Source: an optimization exercise on an open RTL-to-GDS flow (aim: small area, a short achievable clock period and few clock cycles per item). Production flows keep margins and buffers that such runs may drop. The RTL was checked by simulation tests, not by an equivalence proof against the original design.

File: design/flow/standard.sh
#!/bin/bash
# synth_recipe.tcl (not shown) runs the flow's synth.tcl, then flattens the netlist and writes it again
# the make line also repeats each setting of config.mk as NAME=value (left out here)
make -C /OpenROAD-flow-scripts/flow DESIGN_CONFIG=/design/flow/config.mk WORK_HOME=/design/flow/orfs CLKGATE_MAP_FILE= SYNTH_SCRIPT=/design/flow/synth_recipe.tcl "${@:-finish}"
File: design/flow/design.v
module mont_unit (
    input  wire         clk,
    input  wire         rst,
    input  wire         start,
    input  wire [1:0]   op,
    input  wire [255:0] a,
    input  wire [255:0] b,
    input  wire [255:0] m,
    output wire         ready,
    output reg          done,
    output wire [255:0] result
);
    localparam WR = 269;     
    localparam WT = 270;     
    localparam ST_IDLE = 3'd0;
    localparam ST_DBL  = 3'd1;
    localparam ST_MONT = 3'd2;
    localparam ST_MSB  = 3'd3;
    localparam ST_CONV = 3'd4;
    localparam ST_FSUB = 3'd5;
    localparam ST_PRE  = 3'd6;
    reg [2:0]    state;
    reg [8:0]    cnt;
    reg          mfull;      
    reg          pw;         
    reg          msbop;      
    reg          gen;        
    reg [3:1]    mu;         
    reg [255:0]  X;          
    reg [255:0]  Y;          
    reg [255:0]  M;          
    reg [255:0]  D;          
    reg [WR-1:0] S;          
    reg [WR-1:0] C;          
    reg          cin;        
    reg          f_msb, f_dbl, f_conv;
    reg [2:0]    nstate;
    wire msb = f_msb;
    wire [256:0] yv = {pw, Y & {256{~pw}}};
    wire [3:0]   xd = X[3:0];
    wire [2:0]   dd = X[255:253];
    wire [5:0]   hsum = {1'b0, S[268:264]} + {1'b0, C[268:264]};
    wire [4:0]   h = hsum[4:0];
    reg  [3:0]   q;
    reg  [7:0]   e8;         
    wire [256:0] opm = msb ? {D, 1'b0} : {1'b0, M};
    reg  [3:0]   ydig;
    wire g0 = ydig[0];
    wire g1 = ydig[1];
    wire g2 = ydig[2];
    wire [3:0] gm = msb ? h[4:1] : q;
    wire [WT-1:0] r_y0 = g0 ? {13'd0, yv} : {WT{1'b0}};
    wire [WT-1:0] r_y1 = g1 ? {12'd0, yv, 1'b0} : {WT{1'b0}};
    wire [WT-1:0] r_y2 = g2 ? {11'd0, yv, 2'b0} : {WT{1'b0}};
    wire [WT-1:0] r_7  = msb ? (h[0] ? {14'd0, D} : {WT{1'b0}})
                             : (ydig[3] ? {10'd0, yv, 3'b0} : {WT{1'b0}});
    wire [WT-1:0] r_m0 = gm[0] ? {13'd0, opm} : {WT{1'b0}};
    wire [WT-1:0] r_m1 = gm[1] ? {12'd0, opm, 1'b0} : {WT{1'b0}};
    wire [WT-1:0] r_m2 = gm[2] ? {11'd0, opm, 2'b0} : {WT{1'b0}};
    wire [WT-1:0] r_m3 = gm[3] ? {10'd0, opm, 3'b0} : {WT{1'b0}};
    wire [WT-1:0] in_s = msb ? {6'd0, S[263:0]} : {1'b0, S};
    wire [WT-1:0] in_c = msb ? {6'd0, C[263:0]} : {1'b0, C};
    wire [WT-1:0] s1 = in_s ^ in_c ^ r_y0;
    wire [WT-1:0] c1 = {((in_s & in_c) | (in_s & r_y0) | (in_c & r_y0)), cin};
    wire [WT-1:0] s2 = r_y1 ^ r_y2 ^ r_7;
    wire [WT-1:0] c2 = {((r_y1 & r_y2) | (r_y1 & r_7) | (r_y2 & r_7)), 1'b0};
    wire [WT-1:0] s3 = s1 ^ c1 ^ s2;
    wire [WT-1:0] c3 = {((s1 & c1) | (s1 & s2) | (c1 & s2)), 1'b0};
    wire [WT-1:0] s4 = c2 ^ r_m0 ^ r_m1;
    wire [WT-1:0] c4 = {((c2 & r_m0) | (c2 & r_m1) | (r_m0 & r_m1)), 1'b0};
    wire [WT-1:0] s5 = s3 ^ c3 ^ s4;
    wire [WT-1:0] c5 = {((s3 & c3) | (s3 & s4) | (c3 & s4)), 1'b0};
    wire [WT-1:0] s6 = c4 ^ r_m2 ^ r_m3;
    wire [WT-1:0] c6 = {((c4 & r_m2) | (c4 & r_m3) | (r_m2 & r_m3)), 1'b0};
    wire [WT-1:0] s7 = s5 ^ c5 ^ s6;
    wire [WT-1:0] c7 = {((s5 & c5) | (s5 & s6) | (c5 & s6)), 1'b0};
    wire [WT-1:0] ts = s7 ^ c7 ^ c6;
    wire [WT-1:0] tc = {((s7 & c7) | (s7 & c6) | (c7 & c6)), 1'b0};
    wire          conv = f_conv;
    wire [263:0]  res  = cpa264(S[263:0], C[263:0], conv ? cin : 1'b1);
    wire          neg  = res[263];
    wire [256:0]  dnew = neg ? S[256:0] : res[256:0];    
    wire          dlast = f_dbl && (cnt == 9'd0);
    wire          montred = pw && !msbop;
    wire          below2m = (S[268:257] == 12'd0) && (S[256:240] < M[255:239]);
    function [263:0] cpa264(input [263:0] x, input [263:0] y, input c0);
        reg [263:0] g, p, gl, pl, c;
        reg [65:0]  gg, pp, gn, pn;
        integer i, k, d;
        begin
            g = x & y;
            p = x ^ y;
            for (i = 0; i < 264; i = i + 1) begin
                if (i % 4 == 0) begin
                    gl[i] = g[i];
                    pl[i] = p[i];
                end else begin
                    gl[i] = g[i] | (p[i] & gl[i-1]);
                    pl[i] = p[i] & pl[i-1];
                end
            end
            for (k = 0; k < 66; k = k + 1) begin
                gg[k] = gl[4*k+3];
                pp[k] = pl[4*k+3];
            end
            gg[0] = gg[0] | (pp[0] & c0);
            for (d = 1; d < 66; d = d * 2) begin
                for (k = 0; k < 66; k = k + 1) begin
                    if (k >= d) begin
                        gn[k] = gg[k] | (pp[k] & gg[k-d]);
                        pn[k] = pp[k] & pp[k-d];
                    end else begin
                        gn[k] = gg[k];
                        pn[k] = pp[k];
                    end
                end
                gg = gn;
                pp = pn;
            end
            for (i = 0; i < 264; i = i + 1) begin
                if (i % 4 == 0)
                    c[i] = (i == 0) ? c0 : gg[i/4-1];
                else
                    c[i] = gl[i-1] | (pl[i-1] & ((i < 4) ? c0 : gg[i/4-1]));
            end
            cpa264 = p ^ c;
        end
    endfunction
    function [3:1] neg_inv16(input [3:0] v);
        case (v[3:1])
            3'd0: neg_inv16 = 3'd7;      
            3'd1: neg_inv16 = 3'd2;      
            3'd2: neg_inv16 = 3'd1;      
            3'd3: neg_inv16 = 3'd4;      
            3'd4: neg_inv16 = 3'd3;      
            3'd5: neg_inv16 = 3'd6;      
            3'd6: neg_inv16 = 3'd5;      
            default: neg_inv16 = 3'd0;   
        endcase
    endfunction
    function [7:0] mul16x8(input [3:0] x, input [7:0] y);
        mul16x8 = (x[0] ? y : 8'd0) + (x[1] ? {y[6:0], 1'b0} : 8'd0)
                + (x[2] ? {y[5:0], 2'b0} : 8'd0) + (x[3] ? {y[4:0], 3'b0} : 8'd0);
    endfunction
    function [3:0] mul16(input [3:0] x, input [3:0] y);
        mul16 = (x[0] ? y : 4'd0) + (x[1] ? {y[2:0], 1'b0} : 4'd0)
              + (x[2] ? {y[1:0], 2'b0} : 4'd0) + (x[3] ? {y[0], 3'b0} : 4'd0);
    endfunction
    always @(*) begin
        nstate = state;
        case (state)
            ST_IDLE: if (start) nstate = (op[1] || !m[255]) ? ST_DBL : ST_PRE;
            ST_PRE:  nstate = ST_MONT;
            ST_DBL:  if (cnt == 9'd0) nstate = msbop ? ST_MSB : ST_MONT;
            ST_MONT: if (cnt == 9'd0) nstate = ST_CONV;
            ST_MSB:  if (cnt == 9'd0) nstate = ST_MONT;
            ST_CONV: nstate = (mfull || gen) ? ST_FSUB : ST_MSB;
            ST_FSUB: if (gen || below2m) nstate = ST_IDLE;
            default: nstate = ST_IDLE;
        endcase
        if (rst) nstate = ST_IDLE;
    end
    reg f_idle, f_mont, f_fsub, f_tree, f_pre;
    always @(posedge clk) begin
        f_idle <= (nstate == ST_IDLE);
        f_pre  <= (nstate == ST_PRE);
        f_mont <= (nstate == ST_MONT);
        f_msb  <= (nstate == ST_MSB);
        f_dbl  <= (nstate == ST_DBL);
        f_conv <= (nstate == ST_CONV);
        f_fsub <= (nstate == ST_FSUB);
        f_tree <= (nstate == ST_MONT) || (nstate == ST_MSB);
    end
    assign ready  = (state == ST_IDLE);
    assign result = S[255:0];
    always @(posedge clk) begin
        state <= nstate;
        done  <= !rst && (state == ST_FSUB) && (gen || below2m);
        case (state)
            ST_IDLE: begin
                mfull <= m[255];
                pw    <= (op == 2'd1) || (op == 2'd2);
                msbop <= op[1];
                gen   <= 1'b0;
                cnt   <= (op[1] || !m[255]) ? (m[255] ? 9'd8 : 9'd263) : 9'd63;
            end
            ST_DBL:  cnt <= (cnt == 9'd0) ? (msbop ? 9'd90 : 9'd63) : cnt - 9'd1;
            ST_MONT: cnt <= cnt - 9'd1;
            ST_MSB:  cnt <= (cnt == 9'd0) ? (gen ? 9'd68 : 9'd4) : cnt - 9'd1;
            ST_CONV: begin
                cnt <= 9'd91;
                if (!(mfull || gen)) gen <= 1'b1;
            end
            default: ;
        endcase
    end
    wire          dfirst = op[1] || !m[255];    
    wire [WR-1:0] s_tree = msb ? {ts[265:0], 3'd0} : {3'd0, ts[WT-1:4]};
    wire [WR-1:0] c_tree = msb ? {tc[265:0], 3'd0} : {3'd0, tc[WT-1:4]};
    wire [WR-1:0] s_other =
        f_idle ? (dfirst ? {12'd0, m[255], 254'd0, ~m[255], 1'b0}
                         : {13'd0, (op == 2'd1) ? b : 256'd0}) :
        f_dbl  ? (dlast ? {13'd0, montred ? Y : 256'd0} : {11'd0, dnew, 1'b0}) :
        ((f_fsub && neg) || f_pre) ? S : {5'd0, res};
    wire [WR-1:0] c_other =
        f_idle ? (dfirst ? {5'd0, 8'hff, ~m} : {WR{1'b0}}) :
        f_dbl  ? (dlast ? {WR{1'b0}} : C) :
        f_conv ? ((mfull || gen) ? {5'd0, 8'hff, ~M} : {WR{1'b0}}) : C;
    wire [255:0]  x_nxt = f_idle ? a : f_msb ? {X[252:0], 3'd0} : f_mont ? {4'd0, X[255:4]} : X;
    function [3:0] mulmu(input [3:0] t, input [3:1] u);
        mulmu = t + ({t[2:0], 1'b0} & {4{u[1]}}) + ({t[1:0], 2'b0} & {4{u[2]}})
              + ({t[0], 3'b0} & {4{u[3]}});
    endfunction
    wire [7:0]    qm8 = ({4'd0, M[7:0] & {8{q[0]}}}) + ({M[6:0] & {7{q[1]}}, 1'b0})
                      + ({M[5:0] & {6{q[2]}}, 2'b0}) + ({M[4:0] & {5{q[3]}}, 3'b0});
    wire [7:0]    a8  = S[7:0] + C[7:0] + {7'd0, cin} + e8 + qm8;
    wire [3:0]    q_side = mulmu(a8[7:4], mu);
    wire [3:0]    q_first = mulmu((f_dbl ? (montred ? Y[3:0] : 4'd0) : S[3:0])
                                  + mul16(X[3:0], yv[3:0]), mu);
    wire          t0_msb = S[0] ^ C[0] ^ cin ^ (g0 & yv[0]) ^ (h[0] & D[0]);
    wire [255:0]  x_nxt_run = f_msb ? {X[252:0], 3'd0} : f_mont ? {4'd0, X[255:4]} : X;
    always @(posedge clk) begin
        q  <= f_mont ? q_side : f_msb ? {t0_msb, 3'd0} : q_first;
        e8 <= mul16x8(x_nxt_run[3:0], yv[7:0]) + {mul16(x_nxt_run[7:4], yv[3:0]), 4'd0};
        if (f_idle) begin
            Y    <= b;
            M    <= m;
            mu   <= neg_inv16(m[3:0]);
        end
        if (f_dbl && dlast)
            D <= dnew[255:0];
        ydig <= (nstate == ST_MSB) ? {1'b0, x_nxt[255:253]} : x_nxt[3:0];
        if (f_idle)
            X <= a;
        else if (f_msb)
            X <= {X[252:0], 3'd0};
        else if (f_mont)
            X <= {4'd0, X[255:4]};
        cin <= f_mont && |(ts[3:0] | tc[3:0]);
        S <= f_tree ? s_tree : s_other;
        C <= f_tree ? c_tree : c_other;
    end
endmodule
File: design/flow/flow/run.sh
#!/bin/bash
set -euo pipefail
bash standard.sh SETUP_SLACK_MARGIN=9 finish > make_finish.log 2>&1
File: design/flow/config.mk
export PLATFORM = sky130hd
export DESIGN_NAME = mont_unit
export DESIGN_NICKNAME = mont_unit
export VERILOG_FILES = /design/flow/design.v
export SDC_FILE = /design/flow/constraint.sdc
export NUM_CORES = 4
export LEC_CHECK = 0
export CAP_MARGIN = 20
export CORE_MARGIN = 2
export CORE_UTILIZATION = 45
export PLACE_DENSITY = 0.6
export SLEW_MARGIN = 20
export TNS_END_PERCENT = 0
File: design/flow/constraint.sdc
create_clock -name core_clock -period 14.0 [get_ports {clk}]
set_input_delay 2.8000 -clock core_clock [delete_from_list [all_inputs] [get_ports {clk}]]
set_output_delay 2.8000 -clock core_clock [all_outputs]
set_load 0.01 [all_outputs]
==> results of run 1 <==
[cell usage after synthesis, types with 95 or more instances]
library cell / number
sky130_fd_sc_hd__a222oi_1: 204
sky130_fd_sc_hd__a221o_1: 117
sky130_fd_sc_hd__clkbuf_1: 713
sky130_fd_sc_hd__o22ai_1: 261
sky130_fd_sc_hd__fa_1: 2174
sky130_fd_sc_hd__mux2i_1: 528
sky130_fd_sc_hd__edfxtp_1: 1567
sky130_fd_sc_hd__ha_1: 354
sky130_fd_sc_hd__nor2_1: 1028
sky130_fd_sc_hd__mux2_2: 393
sky130_fd_sc_hd__inv_1: 2215
sky130_fd_sc_hd__a21o_1: 125
sky130_fd_sc_hd__o21ai_0: 558
sky130_fd_sc_hd__a21oi_1: 579
sky130_fd_sc_hd__a22o_1: 261
sky130_fd_sc_hd__buf_4: 276
sky130_fd_sc_hd__xnor2_1: 147
sky130_fd_sc_hd__and2_1: 821
sky130_fd_sc_hd__xor2_1: 95
sky130_fd_sc_hd__nand2_1: 1479
sky130_fd_sc_hd__a22oi_1: 288
sky130_fd_sc_hd__nand3_1: 106
[final timing paths]
check	end	slack (ns)	depth (start not counted)
worst max-delay path	S[104]	8.28	9
worst min-delay path	X[57]	0.64	2
worst max register to register	S[220]	8.29	18
worst min register to register	X[57]	0.64	2
[timing repair]
item | 4_1_cts | 5_1_grt
gates resized for setup | 356 | 13
endpoints found under the setup margin | 1388 | 1051
buffers inserted | 121 | 4
gates cloned | 83 | 0
pin swaps | 96 | 2
[layer usage]
metal / vias up / GRT usage (%) / share of wire, %
met3: 2202 / 12.2 / 13
li1: 52515 / - / -
met2: 9432 / 57.2 / 42
met5: - / 0 / 0.088
met1: 65135 / 49.9 / 36
met4: 92 / 28.4 / 8.8
[through the flow]
stage               instances  utilization [%]
floorplan               15264                -
global placement        19966             48.9
detailed placement      19966             48.9
CTS                     20550             52.2
global route            20604             52.3
finish                  20627             52.3
[cell type report]
cell class | instances | share of cell area (%)
well taps | 4599 | 3.14
inverters | 2217 | 4.55
multi-input cells | 10362 | 53.5
flip-flops and latches | 1607 | 26.2
clock inverters | 119 | 0.662
repair buffers | 1390 | 8.81
clock buffers | 261 | 3.07
diodes | 72 | 0.0984
[sequential cells by signal (all words and copies together), names as in the netlist, 4 cells and up]
signal	cells
C	269
M	256
q	4
D	256
X	256
ydig	4
cnt	9
Y	256
S	269
e8	8
[worst max-delay path, cell delays in order]
cell and delay [ns]:
sky130_fd_sc_hd__clkdlybuf4s50_1 0.82, sky130_fd_sc_hd__nor2b_2 0.67, sky130_fd_sc_hd__and3_4 0.67, sky130_fd_sc_hd__buf_12 0.56, sky130_fd_sc_hd__a222oi_1 0.19, sky130_fd_sc_hd__buf_4 0.21, sky130_fd_sc_hd__buf_4 0.12, sky130_fd_sc_hd__buf_4 0.12
sky130_fd_sc_hd__a21oi_1 0.13
[cells by family (layout without fill, tap and decap cells)]
group	count (synthesis)	in the layout	share of synthesized area, %
other	0	72	0
XOR/XNOR	244	244	1.37
flip-flops	1607	1607	30.2
AND/OR/NAND/NOR	3772	3777	10.9
adder cells (fa/ha/maj)	2528	2528	30.3
multiplexers	957	960	6.39
buffers and inverters	3305	3987	8.53
AO/OA/AOI/OAI	2851	2853	12.3
==> metrics.log, run 1 <==
INFO  metric area.sequential = 47,900 um^2
INFO  metric worstSetupStartpointType = input port
INFO  metric path_clk_slew = 0.06 ns
INFO  metric detailedRoute.firstIterationViolations = 17,711
INFO  metric portBuffers = 1,030
INFO  metric main_synth_ff_type = sky130_fd_sc_hd__edfxtp_1
INFO  metric worst_clock_skew = 0.0649 ns
INFO  metric async_flop_share = 0%
INFO  metric core_area = 350,000 um^2
INFO  metric route.detailed.wl_per_inst = 34.4 um
INFO  metric min_period = 5.72 ns
INFO  metric critPathRequiredTime = 14.79 ns
INFO  metric htree_num_levels = 4
INFO  metric die_height = 597 um
INFO  metric globalplace.congestion = 0.975
INFO  metric yosys.cell_types.count = 101
INFO  metric rsz0062_at_grt = yes
INFO  metric worst_hold_path_type = flip-flop to flip-flop
INFO  metric crit_path_start = m[255]
INFO  metric grt_max_degree = 222
INFO  metric crit_share_post_route = 40.8%
INFO  metric clock.fmax = 0.175 GHz
INFO  metric yosysTopAreaCellShare = 29.7%
INFO  metric drive_gt1_share = 8.07%
INFO  metric fp.dieArea = 357,000 um^2
INFO  metric detail_route.drc_violations = 0
INFO  metric syn-num-nets = 18,565
INFO  metric crit_type = input port to flip-flop
INFO  metric relSlewSlack = 13.8%
INFO  metric core.rowCount = 217
INFO  metric run_status = timing/DRC/antenna clean
INFO  metric syn-cell-area = 158,000 um^2
INFO  metric grt_usage = 39.4%
INFO  metric setup-violations-final = 0
INFO  metric syn-mean-instance-area = 10.4 um^2
INFO  metric final_nets = 19,087
INFO  metric drv_cap = 0
INFO  metric dominant_cells_by_area_after_synthesis = sky130_fd_sc_hd__edfxtp_1, sky130_fd_sc_hd__fa_1, sky130_fd_sc_hd__inv_1
INFO  metric layout.cells.most_common = sky130_fd_sc_hd__inv_1
INFO  metric tightest_slew = 1.29 ns
INFO  metric syn_inst = 15,264
INFO  metric cts-buffers-inserted = 208
INFO  metric final.fill_count = 31,510
INFO  metric pre_cts_ws = 6.22 ns
INFO  metric critPathCaptureType = flip-flop
INFO  metric antenna_found_initial = 136
INFO  metric detailed_place.area = 171,000 um^2
INFO  metric tritoncts = built
INFO  metric post-synth-top-area-cell = sky130_fd_sc_hd__edfxtp_1
INFO  metric cts_max_path_buffers = 4
INFO  metric mostFrequentLayoutCells = sky130_fd_sc_hd__inv_1, sky130_fd_sc_hd__fa_1, sky130_fd_sc_hd__edfxtp_1
INFO  metric firstDrtPassIters = 13
INFO  metric vias_in_the_first_global_route = 129,102
INFO  metric hpwl = 475,000 um
INFO  metric final_design_area_no_fill = 183,000 um^2
INFO  metric post_drt_via_cell_ratio = 6.27
INFO  metric synth-seq-area-share = 30.2%
INFO  metric cts_hold_buf = 0
INFO  metric synth_seq_cells = 1,607
INFO  metric setup_tns = 0 ns
INFO  metric timing_max_transition_violations_final = 0
INFO  metric grt_first_pass_wirelength = 990,000 um
INFO  metric drt_wl_total = 710,000 um
INFO  metric total_overflow_reported_by_the_global_router = 0
INFO  metric final_antenna_net_count = 0
INFO  metric data_arrival_time_of_the_critical_path = 6.51 ns
INFO  metric die_width = 597 um
INFO  metric multiInputGateArea = 98,000 um^2
INFO  metric cts.sink_count = 1,607
INFO  metric io-pin-count = 1,031
INFO  metric regToRegStartpoint = S[52]
INFO  metric initial_core_util = 45.3%
INFO  metric hold_ws = 0.642 ns
INFO  metric finalHoldViolCount = 0
INFO  metric hp-start = X[61]
INFO  metric clk_latency = 0.95 ns
INFO  metric yosys_warnings = 1
INFO  metric dr_total_vias = 129,376
INFO  metric ctsRootBufferMaster = sky130_fd_sc_hd__clkbuf_16
INFO  metric synth_enable_flop_cells = 1,567
INFO  metric post-route-worst-setup-slack = 8.28 ns
INFO  metric critical_path_peak_fanout = 113
INFO  metric areaGrowthSynthToFinish = 15.6%
Testbench counts, summed over its fixed seeds: cycles 14,816, ops 192.
==> inputs of run 2 (changes only) <==
--- a/design/flow/design.v
+++ b/design/flow/design.v
@@ -38,3 +38,3 @@
     wire msb = f_msb;
-    wire [256:0] yv = {pw, Y & {256{~pw}}};
+    wire [256:0] yv = {pw, Y};      
     wire [3:0]   xd = X[3:0];
@@ -45,3 +45,2 @@
     reg  [7:0]   e8;         
-    wire [256:0] opm = msb ? {D, 1'b0} : {1'b0, M};
     reg  [3:0]   ydig;
@@ -50,3 +49,4 @@
     wire g2 = ydig[2];
-    wire [3:0] gm = msb ? h[4:1] : q;
+    wire [3:0] hd = {4{msb}} & h[4:1];
+    wire       r7d = msb & h[0];
     wire [WT-1:0] r_y0 = g0 ? {13'd0, yv} : {WT{1'b0}};
@@ -54,8 +54,7 @@
     wire [WT-1:0] r_y2 = g2 ? {11'd0, yv, 2'b0} : {WT{1'b0}};
-    wire [WT-1:0] r_7  = msb ? (h[0] ? {14'd0, D} : {WT{1'b0}})
-                             : (ydig[3] ? {10'd0, yv, 3'b0} : {WT{1'b0}});
-    wire [WT-1:0] r_m0 = gm[0] ? {13'd0, opm} : {WT{1'b0}};
-    wire [WT-1:0] r_m1 = gm[1] ? {12'd0, opm, 1'b0} : {WT{1'b0}};
-    wire [WT-1:0] r_m2 = gm[2] ? {11'd0, opm, 2'b0} : {WT{1'b0}};
-    wire [WT-1:0] r_m3 = gm[3] ? {10'd0, opm, 3'b0} : {WT{1'b0}};
+    wire [WT-1:0] r_7  = ({WT{r7d}} & {14'd0, D}) | ({WT{ydig[3]}} & {10'd0, yv, 3'b0});
+    wire [WT-1:0] r_m0 = ({WT{q[0]}} & {14'd0, M}) | ({WT{hd[0]}} & {13'd0, D, 1'b0});
+    wire [WT-1:0] r_m1 = ({WT{q[1]}} & {13'd0, M, 1'b0}) | ({WT{hd[1]}} & {12'd0, D, 2'b0});
+    wire [WT-1:0] r_m2 = ({WT{q[2]}} & {12'd0, M, 2'b0}) | ({WT{hd[2]}} & {11'd0, D, 3'b0});
+    wire [WT-1:0] r_m3 = ({WT{q[3]}} & {11'd0, M, 3'b0}) | ({WT{hd[3]}} & {10'd0, D, 4'b0});
     wire [WT-1:0] in_s = msb ? {6'd0, S[263:0]} : {1'b0, S};
@@ -202,3 +201,3 @@
                          : {13'd0, (op == 2'd1) ? b : 256'd0}) :
-        f_dbl  ? (dlast ? {13'd0, montred ? Y : 256'd0} : {11'd0, dnew, 1'b0}) :
+        f_dbl  ? (dlast ? {13'd0, montred ? D : 256'd0} : {11'd0, dnew, 1'b0}) :
         ((f_fsub && neg) || f_pre) ? S : {5'd0, res};
@@ -217,3 +216,3 @@
     wire [3:0]    q_side = mulmu(a8[7:4], mu);
-    wire [3:0]    q_first = mulmu((f_dbl ? (montred ? Y[3:0] : 4'd0) : S[3:0])
+    wire [3:0]    q_first = mulmu((f_dbl ? (montred ? D[3:0] : 4'd0) : S[3:0])
                                   + mul16(X[3:0], yv[3:0]), mu);
@@ -222,6 +221,6 @@
     always @(posedge clk) begin
-        q  <= f_mont ? q_side : f_msb ? {t0_msb, 3'd0} : q_first;
+        q  <= (nstate != ST_MONT) ? 4'd0 : f_mont ? q_side : f_msb ? {t0_msb, 3'd0} : q_first;
         e8 <= mul16x8(x_nxt_run[3:0], yv[7:0]) + {mul16(x_nxt_run[7:4], yv[3:0]), 4'd0};
         if (f_idle) begin
-            Y    <= b;
+            Y    <= ((op == 2'd1) || (op == 2'd2)) ? 256'd0 : b;
             M    <= m;
@@ -229,3 +228,5 @@
         end
-        if (f_dbl && dlast)
+        if (f_idle)
+            D <= b;              
+        else if (f_dbl && dlast)
             D <= dnew[255:0];
==> metrics.log, run 2 <==
INFO  metric run_status = timing/DRC/antenna clean
INFO  metric layout.core_utilization = 51.3% (-0.96 points)
INFO  metric detailed_place.area = 175,000 um^2 (+2.2%)
INFO  metric areaGrowthSynthToFinish = 13.6%
INFO  metric total_overflow_reported_by_the_global_router = 0 (unchanged)
INFO  metric detailedRoute.firstIterationViolations = 18,913 (+6.8%)
INFO  metric clock.fmax = 0.172 GHz (-1.7%)
INFO  metric worst_hold_path_type = flip-flop to flip-flop
INFO  metric firstDrtPassIters = 9 (-4)
INFO  metric io-pin-count = 1,031 (unchanged)
INFO  metric critical-path-max-stage-delay = 0.90 ns (+0.08 ns)
INFO  metric fp.dieArea = 365,000 um^2 (+2.5%)
INFO  metric drt_wl_total = 729,000 um (+2.6%)
INFO  metric dominant_cells_by_area_after_synthesis = sky130_fd_sc_hd__edfxtp_1, sky130_fd_sc_hd__fa_1, sky130_fd_sc_hd__inv_1
INFO  metric finalHoldViolCount = 0 (unchanged)
INFO  metric worst_clock_skew = 0.0858 ns (+0.0209 ns)
INFO  metric path_clk_slew = 0.06 ns (about the same)
INFO  metric ctsRootBufferMaster = sky130_fd_sc_hd__clkbuf_16
INFO  metric initial_core_util = 45.2% (about the same)
INFO  metric tightest_slew = 1.31 ns (+0.0119 ns)
INFO  metric portBuffers = 1,030 (unchanged)
INFO  metric grt_max_degree = 262 (+18%)
INFO  metric synth.cells.most_frequent = sky130_fd_sc_hd__inv_1, sky130_fd_sc_hd__fa_1, sky130_fd_sc_hd__edfxtp_1
INFO  metric yosys.cell_types.count = 95 (-5.9%)
INFO  metric yosys_warnings = 1 (unchanged)
INFO  metric crit_share_post_route = 41.5% (+0.69 points)
INFO  metric final.fill_count = 32,449 (+3.0%)
INFO  metric worst-path-buf-inv = 3 (-2)
INFO  metric relSlewSlack = 12.4% (-1.4 points)
INFO  metric synth_enable_flop_cells = 1,567 (unchanged)
INFO  metric synth_seq_cells = 1,607 (unchanged)
INFO  metric drv_cap = 0 (unchanged)
INFO  metric core_area = 359,000 um^2 (+2.6%)
INFO  metric antenna_found_initial = 146 (+7.4%)
INFO  metric syn-mean-instance-area = 10.4 um^2 (+0.65%)
INFO  metric dr_total_vias = 134,071 (+3.6%)
INFO  metric critPathCaptureType = flip-flop
INFO  metric setup_tns = 0 ns (unchanged)
INFO  metric crit_type = input port to flip-flop
INFO  metric yosysMostFrequentCell = sky130_fd_sc_hd__inv_1
INFO  metric syn-cell-area = 162,000 um^2 (+2.5%)
INFO  metric hpwl = 514,000 um (+8.4%)
INFO  metric die_height = 605 um (+1.2%)
INFO  metric main_synth_ff_type = sky130_fd_sc_hd__edfxtp_1
INFO  metric data_arrival_time_of_the_critical_path = 6.46 ns (-0.05 ns)
INFO  metric critical_path_peak_fanout = 95 (-16%)
INFO  metric min_period = 5.81 ns (+0.0969 ns)
INFO  metric post-route-worst-setup-slack = 8.19 ns (-0.0969 ns)
INFO  metric clk_latency = 0.99 ns (+0.04 ns)
INFO  metric final_nets = 19,133 (+0.24%)
INFO  metric grt_first_pass_wirelength = 1,020,000 um (+2.9%)
INFO  metric post-synth-top-area-cell = sky130_fd_sc_hd__edfxtp_1
INFO  metric drive_gt1_share = 5.82% (-2.3 points)
INFO  metric grt_usage = 39.1% (-0.27 points)
INFO  metric syn-num-nets = 18,841 (+1.5%)
INFO  metric reg_top3 = C (269), S (269)
INFO  metric die_width = 605 um (+1.2%)
INFO  metric htree_num_levels = 4 (unchanged)
INFO  metric critPathRequiredTime = 14.64 ns (-0.15 ns)
INFO  metric rsz0062_at_grt = yes
INFO  metric final_antenna_net_count = 0 (unchanged)
INFO  metric synth-seq-area-share = 29.5% (-0.73 points)
INFO  metric worstSetupStartpointType = input port
INFO  metric post_drt_via_cell_ratio = 6.42 (+2.4%)
INFO  metric tritoncts = built
INFO  metric route.detailed.wl_per_inst = 34.9 um (+1.4%)
INFO  metric timing_max_transition_violations_final = 0 (unchanged)
INFO  metric final_design_area_no_fill = 184,000 um^2 (+0.67%)
INFO  metric yosysTopAreaCellShare = 29.0% (-0.72 points)
INFO  metric detail_route.drc_violations = 0 (unchanged)
INFO  metric setup-violations-final = 0 (unchanged)
INFO  metric core.rowCount = 220 (+1.4%)
INFO  metric globalplace.congestion = 1.00 (+2.6%)
INFO  metric layout.cells.most_common = sky130_fd_sc_hd__inv_1
INFO  metric syn_inst = 15,540 (+1.8%)
INFO  metric vias_in_the_first_global_route = 132,906 (+2.9%)
INFO  metric pre_cts_ws = 6.53 ns (+0.304 ns)
INFO  metric crit_path_cell_trace = clkdlybuf4s50_1, nand2_1, nand2_8, buf_6, buf_16, o22ai_1, nor2_1, a21oi_1
INFO  metric async_flop_share = 0% (unchanged)
INFO  metric cts-buffers-inserted = 215 (+3.4%)
INFO  metric critPathTopFamily = buffers and inverters
INFO  metric critical_path.slowest_cell = sky130_fd_sc_hd__clkdlybuf4s50_1
INFO  metric mostFrequentLayoutCells = sky130_fd_sc_hd__inv_1, sky130_fd_sc_hd__fa_1, sky130_fd_sc_hd__edfxtp_1
INFO  metric cts.sink_count = 1,607 (unchanged)
INFO  metric cts_max_path_buffers = 4 (unchanged)
## run 2: cell types whose count changed in the layout (fill, tap and decap cells not counted), moves of 57 or more
cell / delta
sky130_fd_sc_hd__a22oi_1: +489
sky130_fd_sc_hd__a22o_1: +508
sky130_fd_sc_hd__nand2_1: -407
sky130_fd_sc_hd__nor2_1: -438
sky130_fd_sc_hd__a221oi_1: +180
sky130_fd_sc_hd__mux2_2: -201
sky130_fd_sc_hd__a21oi_1: +180
sky130_fd_sc_hd__o21ai_1: -57
sky130_fd_sc_hd__a222oi_1: -188
sky130_fd_sc_hd__mux2i_1: +60
## run 2: worst reg2reg max path, stage by stage, from the launching register on
cell	delay (ns)
sky130_fd_sc_hd__edfxtp_1	0.43
sky130_fd_sc_hd__ha_1	0.44
sky130_fd_sc_hd__nand2_1	0.10
sky130_fd_sc_hd__nor2_1	0.42
sky130_fd_sc_hd__nand2_1	0.26
sky130_fd_sc_hd__nor4_1	0.90
sky130_fd_sc_hd__o2111a_1	0.36
sky130_fd_sc_hd__nor4_1	0.07
sky130_fd_sc_hd__a21oi_2	0.36
sky130_fd_sc_hd__a31oi_4	0.22
sky130_fd_sc_hd__xor2_4	0.22
sky130_fd_sc_hd__buf_12	0.26
sky130_fd_sc_hd__buf_16	0.32
sky130_fd_sc_hd__buf_16	0.26
sky130_fd_sc_hd__mux2_2	0.44
sky130_fd_sc_hd__a221oi_1	0.32
sky130_fd_sc_hd__a21oi_1	0.07
## run 2: metal layers
metal	part of all wire, %	up-vias	global-route usage [%]
li1	-	54571	-
met4	9.5	94	30.8
met1	36	67443	48.7
met5	0.086	-	0
met2	42	9781	56.8
met3	12	2182	11.7
## run 2: logic make-up after synthesis
kind of cell,count (synthesis),synth area share (%)
AO/OA/AOI/OAI,4053,17.6
buffers and inverters,3493,8.75
AND/OR/NAND/NOR,2834,8.36
adder cells (fa/ha/maj),2528,29.5
flip-flops,1607,29.5
multiplexers,778,4.95
XOR/XNOR,247,1.34
## run 2: layout make-up
cell class              count  area, um^2  area share (%)
diodes                     88         220           0.119
well taps                4773        5970            3.24
flip-flops and latches   1607       47900            26.0
inverters                2254        8480            4.60
clock inverters           136        1360           0.739
multi-input cells       10450      101000            54.8
clock buffers             258        5630            3.06
repair buffers           1304       13800            7.51
## run 2: stage by stage
step / cells / hold WS [ns]
4_1_cts: 20778 / 0.617
5_1_grt: 20838 / 0.649
2_1_floorplan: 15540 / 0.530
3_3_place_gp: 20307 / 0.577
3_5_place_dp: 20308 / 0.603
6_report: 20870 / 0.616
## run 2: worst paths after layout
kind | startpoint | to | slack [ns] | cells after the start
setup / recovery | m[255] | C[68] | 8.19 | 8
hold / removal | X[254] | X[254] | 0.62 | 2
setup reg to reg | S[179] | S[104] | 8.24 | 16
hold reg to reg | X[254] | X[254] | 0.62 | 2
## run 2: repair_timing
action,4_1_cts,5_1_grt
hold buffers,0,0
gates cloned,29,1
pin swaps,28,14
gates resized for setup,198,11
buffers inserted,47,3
endpoints found under the setup margin,1403,1374
Testbench counts of run 2, summed over its fixed seeds: cycles 14,816, ops 192.

[separate check: timing with driven ports]
Ports are ideal in the flow. The routed layouts listed here were re-timed in OpenROAD.
Step 1 (the two cells are an assumption about what drives the block):
set clk [get_ports {clk}]
set_driving_cell -lib_cell sky130_fd_sc_hd__clkbuf_16 $clk
set_driving_cell -lib_cell sky130_fd_sc_hd__buf_2 [delete_from_list [all_inputs] $clk]
Step 2, shift: input delay + t, output delay - t, t = (earliest + latest rising clock arrival at the registers) / 2. This alone moves slack from input paths to output paths.
Three values: ideal ports, drivers, drivers and shift; two values: the first two.
| run | t, ns | setup WS [ns] | worst hold slack (ns) | worst setup path after step 2 | pins driven straight from the clock port |
|---|---|---|---|---|---|
| run 1 | 1.048 | 8.284 / 8.258 / 7.210 | 0.642 / 0.642 / 0.642 | input to register | 1 |
| run 2 | 1.060 | 8.187 / 8.223 / 7.163 | 0.616 / 0.616 / 0.616 | input to register | 1 |
After both steps setup and hold are still met in every run listed. For run 1, which loses most, drivers alone change the setup slack by -0.026 ns; drivers and shift together by -1.074 ns.
